This design comes from an exercise in tuning for small area on the open sky130 flow, not from production work. RTL that was checked went through simulation tests only; none was proved equivalent to the original. Power and IR drop assume default switching activity.

==> inputs of job 2086 <==
==> flow/design.v (excerpt) <==
module ncseq (
    input  wire        clk,
    input  wire        rst,
    input  wire        tb100us,
    input  wire        hc_valid,
    input  wire [23:0] hc_word,
    output wire        hc_ready,
    output reg         hr_valid,
    output wire [7:0]  rd,
    output wire [15:0] status,
    output reg         bc_cmd_valid,
    output reg  [3:0]  bc_cmd,
    output reg  [7:0]  bc_wdata,
    input  wire [7:0]  bc_rdata,
    input  wire        bc_done,
    input  wire        btn_min,
    input  wire        btn_hr,
    output reg  [7:0]  lat_min,
    output reg  [7:0]  lat_hr,
    output reg  [7:0]  lat_ind
);
Settings: LEC_CHECK=0, CAP_MARGIN=20, CORE_MARGIN=2, CORE_UTILIZATION=40, SLEW_MARGIN=20; clock period 10.0 ns.
run.sh (not shown) runs the stock make flow with config.mk's settings and CLKGATE_MAP_FILE= SYNTH_SCRIPT=/design/flow/synth_recipe.tcl, a recipe that flattens the netlist after the stock synthesis.
==> job 4586 (differences from job 2086) <==
--- a/flow/design.v
+++ b/flow/design.v
@@ -27,11 +27,11 @@
                      S_WRREG  = 6'h24, S_MINW  = 6'h25, S_HRW    = 6'h26, S_TOGW   = 6'h27,
                      S_BLINK  = 6'h30, S_D500  = 6'h31;
     reg [7:0]  x_rd, raw_s, raw_m, raw_h, sec, min, psec;
     reg [6:0]  hr;
     reg [2:0]  phase;           
-    reg [15:0] tickcnt, mark, dly;
+    reg [15:0] tickcnt, kk, dly;
     reg        busen, mode, modesel, psv, markv, tick, bm, bh, dlya, running;
     reg [1:0]  bst, res;
     reg        busy, poll;
     reg [5:0]  pc;
     reg [3:0]  bi;
@@ -80,17 +80,39 @@
                 8'h40: entry = S_HDELAY;
                 default: entry = {2'b00, op[3:0]};
             endcase
         end
     endfunction
+    function [15:0] inc16;
+        input [15:0] x;
+        integer i;
+        reg c;
+        begin
+            c = 1'b1;
+            for (i = 0; i < 16; i = i + 1) begin
+                inc16[i] = x[i] ^ c;
+                c = c & x[i];
+            end
+        end
+    endfunction
+    function [15:0] dec16;
+        input [15:0] x;
+        integer i;
+        reg c;
+        begin
+            c = 1'b1;
+            for (i = 0; i < 16; i = i + 1) begin
+                dec16[i] = x[i] ^ c;
+                c = c & ~x[i];
+            end
+        end
+    endfunction
     function [7:0] inc;
         input [7:0] v;
-        reg [7:0] t;
         begin
-            t = v + 8'd1;
-            if (t[3:0] >= 4'hA) t = (t + 8'h10) & 8'hF0;
-            inc = t;
+            if (v[3:0] >= 4'h9) inc = {v[7:4] + 4'h1, 4'h0};
+            else                inc = {v[7:4], v[3:0] + 4'h1};
         end
     endfunction
     function [7:0] mininc;
         input [7:0] v;
         reg [7:0] t;
@@ -110,21 +132,22 @@
             hrinc = t[6:0];
         end
     endfunction
     function [6:0] conv;
         input [6:0] h;
-        reg [6:0] n, m, d, u;
+        reg [2:0] t;
+        reg [3:0] u;
         begin
-            n = h[6:4] * 7'd10 + {3'd0, h[3:0]};
-            if (n > 7'd12) begin
-                m = n - 7'd12;
-                d = m / 7'd10;
-                u = m % 7'd10;
-                conv = {d[2:0], u[3:0]};
-            end else begin
+            t = h[6:4]; u = h[3:0];
+            if (t == 3'd0 && u <= 4'd12 || t == 3'd1 && u <= 4'd2)
                 conv = h;
-            end
+            else if (u >= 4'd12)
+                conv = {t, u - 4'd12};
+            else if (u >= 4'd2)
+                conv = {t - 3'd1, u - 4'd2};
+            else
+                conv = {t - 3'd2, u + 4'd8};
         end
     endfunction
     wire       seq   = (pc[5:3] == 3'b100);
     wire       wseq  = pc[2];
     wire       blink = (pc == S_BLINK);
@@ -187,12 +210,12 @@
         end
     end
     wire [7:0]  nm   = mininc(min);
     wire [6:0]  nh   = hrinc(hr, modesel);
     wire [6:0]  nv   = modesel ? hr : conv(hr);
-    wire [16:0] dd   = {1'b0, tickcnt} - {1'b0, mark};
-    wire        near = (dd[16:3] == 14'd0 && dd[2:0] <= 3'd4) || (&dd[16:2]);
+    wire        near = (kk[15:3] == 13'd0 && kk[2:0] <= 3'd4 && (tickcnt[15:3] != 13'd0 || tickcnt[2:0] >= kk[2:0])) ||
+                       (&kk[15:2] && (!(&tickcnt[15:2]) || tickcnt[1:0] < kk[1:0]));
     wire        isdly = (pc == S_HDELAY) || (pc == S_D500) || (pc == S_D1500) || (blink && ph == 2'd2);
     reg  [15:0] dconst;
     always @(*) begin
         case (pc)
             S_D500:  dconst = 16'd500;
@@ -243,11 +266,11 @@
             lat_min <= 8'h00; lat_hr <= 8'h00; lat_ind <= 8'h00;
         end else begin
             hr_valid <= 1'b0;
             bc_cmd_valid <= 1'b0;
             if (tb100us && dlya && !dzero)
-                dly <= dly - 16'd1;
+                dly <= dec16(dly);
             if (!busy) begin
                 if (hc_valid) begin
                     if (legal(hc_word)) begin
                         res  <= 2'd0;
                         busy <= 1'b1;
@@ -359,11 +382,12 @@
                     end
                     S_DISP: begin
                         if (psv && sec != psec) begin
                             tick    <= 1'b1;
                             phase   <= phase + 3'd1;
-                            tickcnt <= tickcnt + 16'd1;
+                            tickcnt <= inc16(tickcnt);
+                            kk      <= inc16(kk);
                         end else begin
                             tick <= 1'b0;
                         end
                         psec <= sec;
                         psv  <= 1'b1;
@@ -388,11 +412,11 @@
                             end
                         end
                     end
                     S_HOLD: begin
                         if (!markv) begin
-                            mark  <= tickcnt;
+                            kk    <= 16'h0000;
                             markv <= 1'b1;
                         end else if (!near) begin
                             pc <= S_TOG; busy <= 1'b1; hr_valid <= 1'b0;
                         end
                     end
==> flow/config.mk (replaced) <==
export PLATFORM = sky130hd
export DESIGN_NAME = ncseq
export DESIGN_NICKNAME = ncseq
export VERILOG_FILES = /design/flow/design.v
export SDC_FILE = /design/flow/constraint.sdc
export NUM_CORES = 4
export LEC_CHECK = 0
export ABC_AREA = 1
export CAP_MARGIN = 20
export CORE_MARGIN = 2
export CORE_UTILIZATION = 65
export SLEW_MARGIN = 20
==> job 3558 (differences from job 2086) <==
--- a/flow/design.v
+++ b/flow/design.v
@@ -27,11 +27,11 @@
                      S_WRREG  = 6'h24, S_MINW  = 6'h25, S_HRW    = 6'h26, S_TOGW   = 6'h27,
                      S_BLINK  = 6'h30, S_D500  = 6'h31;
     reg [7:0]  x_rd, raw_s, raw_m, raw_h, sec, min, psec;
     reg [6:0]  hr;
     reg [2:0]  phase;           
-    reg [15:0] tickcnt, mark, dly;
+    reg [15:0] tickcnt, kk, dly;
     reg        busen, mode, modesel, psv, markv, tick, bm, bh, dlya, running;
     reg [1:0]  bst, res;
     reg        busy, poll;
     reg [5:0]  pc;
     reg [3:0]  bi;
@@ -80,17 +80,39 @@
                 8'h40: entry = S_HDELAY;
                 default: entry = {2'b00, op[3:0]};
             endcase
         end
     endfunction
+    function [15:0] inc16;
+        input [15:0] x;
+        integer i;
+        reg c;
+        begin
+            c = 1'b1;
+            for (i = 0; i < 16; i = i + 1) begin
+                inc16[i] = x[i] ^ c;
+                c = c & x[i];
+            end
+        end
+    endfunction
+    function [15:0] dec16;
+        input [15:0] x;
+        integer i;
+        reg c;
+        begin
+            c = 1'b1;
+            for (i = 0; i < 16; i = i + 1) begin
+                dec16[i] = x[i] ^ c;
+                c = c & ~x[i];
+            end
+        end
+    endfunction
     function [7:0] inc;
         input [7:0] v;
-        reg [7:0] t;
         begin
-            t = v + 8'd1;
-            if (t[3:0] >= 4'hA) t = (t + 8'h10) & 8'hF0;
-            inc = t;
+            if (v[3:0] >= 4'h9) inc = {v[7:4] + 4'h1, 4'h0};
+            else                inc = {v[7:4], v[3:0] + 4'h1};
         end
     endfunction
     function [7:0] mininc;
         input [7:0] v;
         reg [7:0] t;
@@ -110,21 +132,22 @@
             hrinc = t[6:0];
         end
     endfunction
     function [6:0] conv;
         input [6:0] h;
-        reg [6:0] n, m, d, u;
+        reg [2:0] t;
+        reg [3:0] u;
         begin
-            n = h[6:4] * 7'd10 + {3'd0, h[3:0]};
-            if (n > 7'd12) begin
-                m = n - 7'd12;
-                d = m / 7'd10;
-                u = m % 7'd10;
-                conv = {d[2:0], u[3:0]};
-            end else begin
+            t = h[6:4]; u = h[3:0];
+            if (t == 3'd0 && u <= 4'd12 || t == 3'd1 && u <= 4'd2)
                 conv = h;
-            end
+            else if (u >= 4'd12)
+                conv = {t, u - 4'd12};
+            else if (u >= 4'd2)
+                conv = {t - 3'd1, u - 4'd2};
+            else
+                conv = {t - 3'd2, u + 4'd8};
         end
     endfunction
     wire       seq   = (pc[5:3] == 3'b100);
     wire       wseq  = pc[2];
     wire       blink = (pc == S_BLINK);
@@ -187,12 +210,12 @@
         end
     end
     wire [7:0]  nm   = mininc(min);
     wire [6:0]  nh   = hrinc(hr, modesel);
     wire [6:0]  nv   = modesel ? hr : conv(hr);
-    wire [16:0] dd   = {1'b0, tickcnt} - {1'b0, mark};
-    wire        near = (dd[16:3] == 14'd0 && dd[2:0] <= 3'd4) || (&dd[16:2]);
+    wire        near = (kk[15:3] == 13'd0 && kk[2:0] <= 3'd4 && (tickcnt[15:3] != 13'd0 || tickcnt[2:0] >= kk[2:0])) ||
+                       (&kk[15:2] && (!(&tickcnt[15:2]) || tickcnt[1:0] < kk[1:0]));
     wire        isdly = (pc == S_HDELAY) || (pc == S_D500) || (pc == S_D1500) || (blink && ph == 2'd2);
     reg  [15:0] dconst;
     always @(*) begin
         case (pc)
             S_D500:  dconst = 16'd500;
@@ -243,11 +266,11 @@
             lat_min <= 8'h00; lat_hr <= 8'h00; lat_ind <= 8'h00;
         end else begin
             hr_valid <= 1'b0;
             bc_cmd_valid <= 1'b0;
             if (tb100us && dlya && !dzero)
-                dly <= dly - 16'd1;
+                dly <= dec16(dly);
             if (!busy) begin
                 if (hc_valid) begin
                     if (legal(hc_word)) begin
                         res  <= 2'd0;
                         busy <= 1'b1;
@@ -359,11 +382,12 @@
                     end
                     S_DISP: begin
                         if (psv && sec != psec) begin
                             tick    <= 1'b1;
                             phase   <= phase + 3'd1;
-                            tickcnt <= tickcnt + 16'd1;
+                            tickcnt <= inc16(tickcnt);
+                            kk      <= inc16(kk);
                         end else begin
                             tick <= 1'b0;
                         end
                         psec <= sec;
                         psv  <= 1'b1;
@@ -388,11 +412,11 @@
                             end
                         end
                     end
                     S_HOLD: begin
                         if (!markv) begin
-                            mark  <= tickcnt;
+                            kk    <= 16'h0000;
                             markv <= 1'b1;
                         end else if (!near) begin
                             pc <= S_TOG; busy <= 1'b1; hr_valid <= 1'b0;
                         end
                     end
==> flow/config.mk (replaced) <==
export PLATFORM = sky130hd
export DESIGN_NAME = ncseq
export DESIGN_NICKNAME = ncseq
export VERILOG_FILES = /design/flow/design.v
export SDC_FILE = /design/flow/constraint.sdc
export NUM_CORES = 4
export LEC_CHECK = 0
export ABC_AREA = 1
export CAP_MARGIN = 20
export CORE_MARGIN = 2
export CORE_UTILIZATION = 65
export CTS_BUF_LIST = sky130_fd_sc_hd__clkbuf_4 sky130_fd_sc_hd__clkbuf_8
export CTS_CLUSTER_SIZE = 40
export PLACE_DENSITY = 0.8
export SLEW_MARGIN = 20
==> comparison table <==
metric	job 4586	job 2086	job 3558
Reg2Reg Depth	18	26	19
Pre-CTS setup slack	4640 ps	3680 ps	4640 ps
Peak per-stage delay on the critical path	490 ps	610 ps	490 ps
Largest net degree at the start of global routing	95	86	104
Wire length per cell	17.2 um	18.5 um	17.0 um
Nets in the synthesized netlist	1,772	1,670	1,772
Sequential cell area fraction in the yosys report	33.2%	30.6%	33.2%
Share of the final layout cell area in multi-input gates	50.6%	55.9%	51.4%
Most frequently used cell type in the post-synthesis netlist	sky130_fd_sc_hd__nand2_1	sky130_fd_sc_hd__nor2_1	sky130_fd_sc_hd__nand2_1
Worst path bufs/invs	3	2	3
Largest driver fanout on the critical path	30	10	30
Final clock period utilization by the worst path	53.8%	64.3%	53.7%
Final nets	1,829	1,695	1,829
Run status	finished clean	finished clean	finished clean
Count of TritonRoute iterations in the first routing pass	6	10	7
Combinational cell fraction of total power	6.1%	8.0%	6.9%
Cell count after placement	1,914	1,979	1,914
Gp weighted congestion	0.994	0.936	1.00
CP Depth	4	26	4
GRT Total Usage	36.0%	23.5%	35.6%
Inverters	182	61	182
Startpoint of the lowest-slack register-to-register path	dly[1]$_DFFE_PP_	hr[4]$_SDFFE_PP0P_	dly[1]$_DFFE_PP_
Multi-input logic area	6540 um^2	7840 um^2	6540 um^2
Function not checked in job 4586 and job 3558: the RTL went through the layout flow alone.

port drivers added, routing unchanged:
Ports are ideal in the flow. The routed layouts listed here were re-timed in OpenROAD.
Step 1 (the two cells are an assumption about what drives the block):
set clk [get_ports {clk}]
set_driving_cell -lib_cell sky130_fd_sc_hd__clkbuf_16 $clk
set_driving_cell -lib_cell sky130_fd_sc_hd__buf_2 [delete_from_list [all_inputs] $clk]
Step 2 moves the port delays by t, midway between the first and last clock arrival at a register: inputs arrive t later, outputs are due t later. That takes back most of the time a late clock gives input paths.
Three values: no drivers, after step 1, after step 2; two values: the first two.
| run | t, ns | setup WS [ns] | worst setup path after step 2 | worst data-port slew with drivers (ns) | cell pins on the clock port's net |
|---|---|---|---|---|---|
| job 2086 | 0.491 | 3.571 / 3.571 / 3.571 | register to register | 0.07 | 1 |
| job 4586 | 0.481 | 4.618 / 4.589 / 4.589 | input to output | 0.05 | 1 |
| job 3558 | 0.518 | 4.632 / 4.607 / 4.607 | input to output | 0.04 | 1 |
After both steps setup and hold are still met in every run listed. The setup slack of job 4586, which loses most, moves by -0.029 ns with the drivers and by -0.029 ns with both steps.
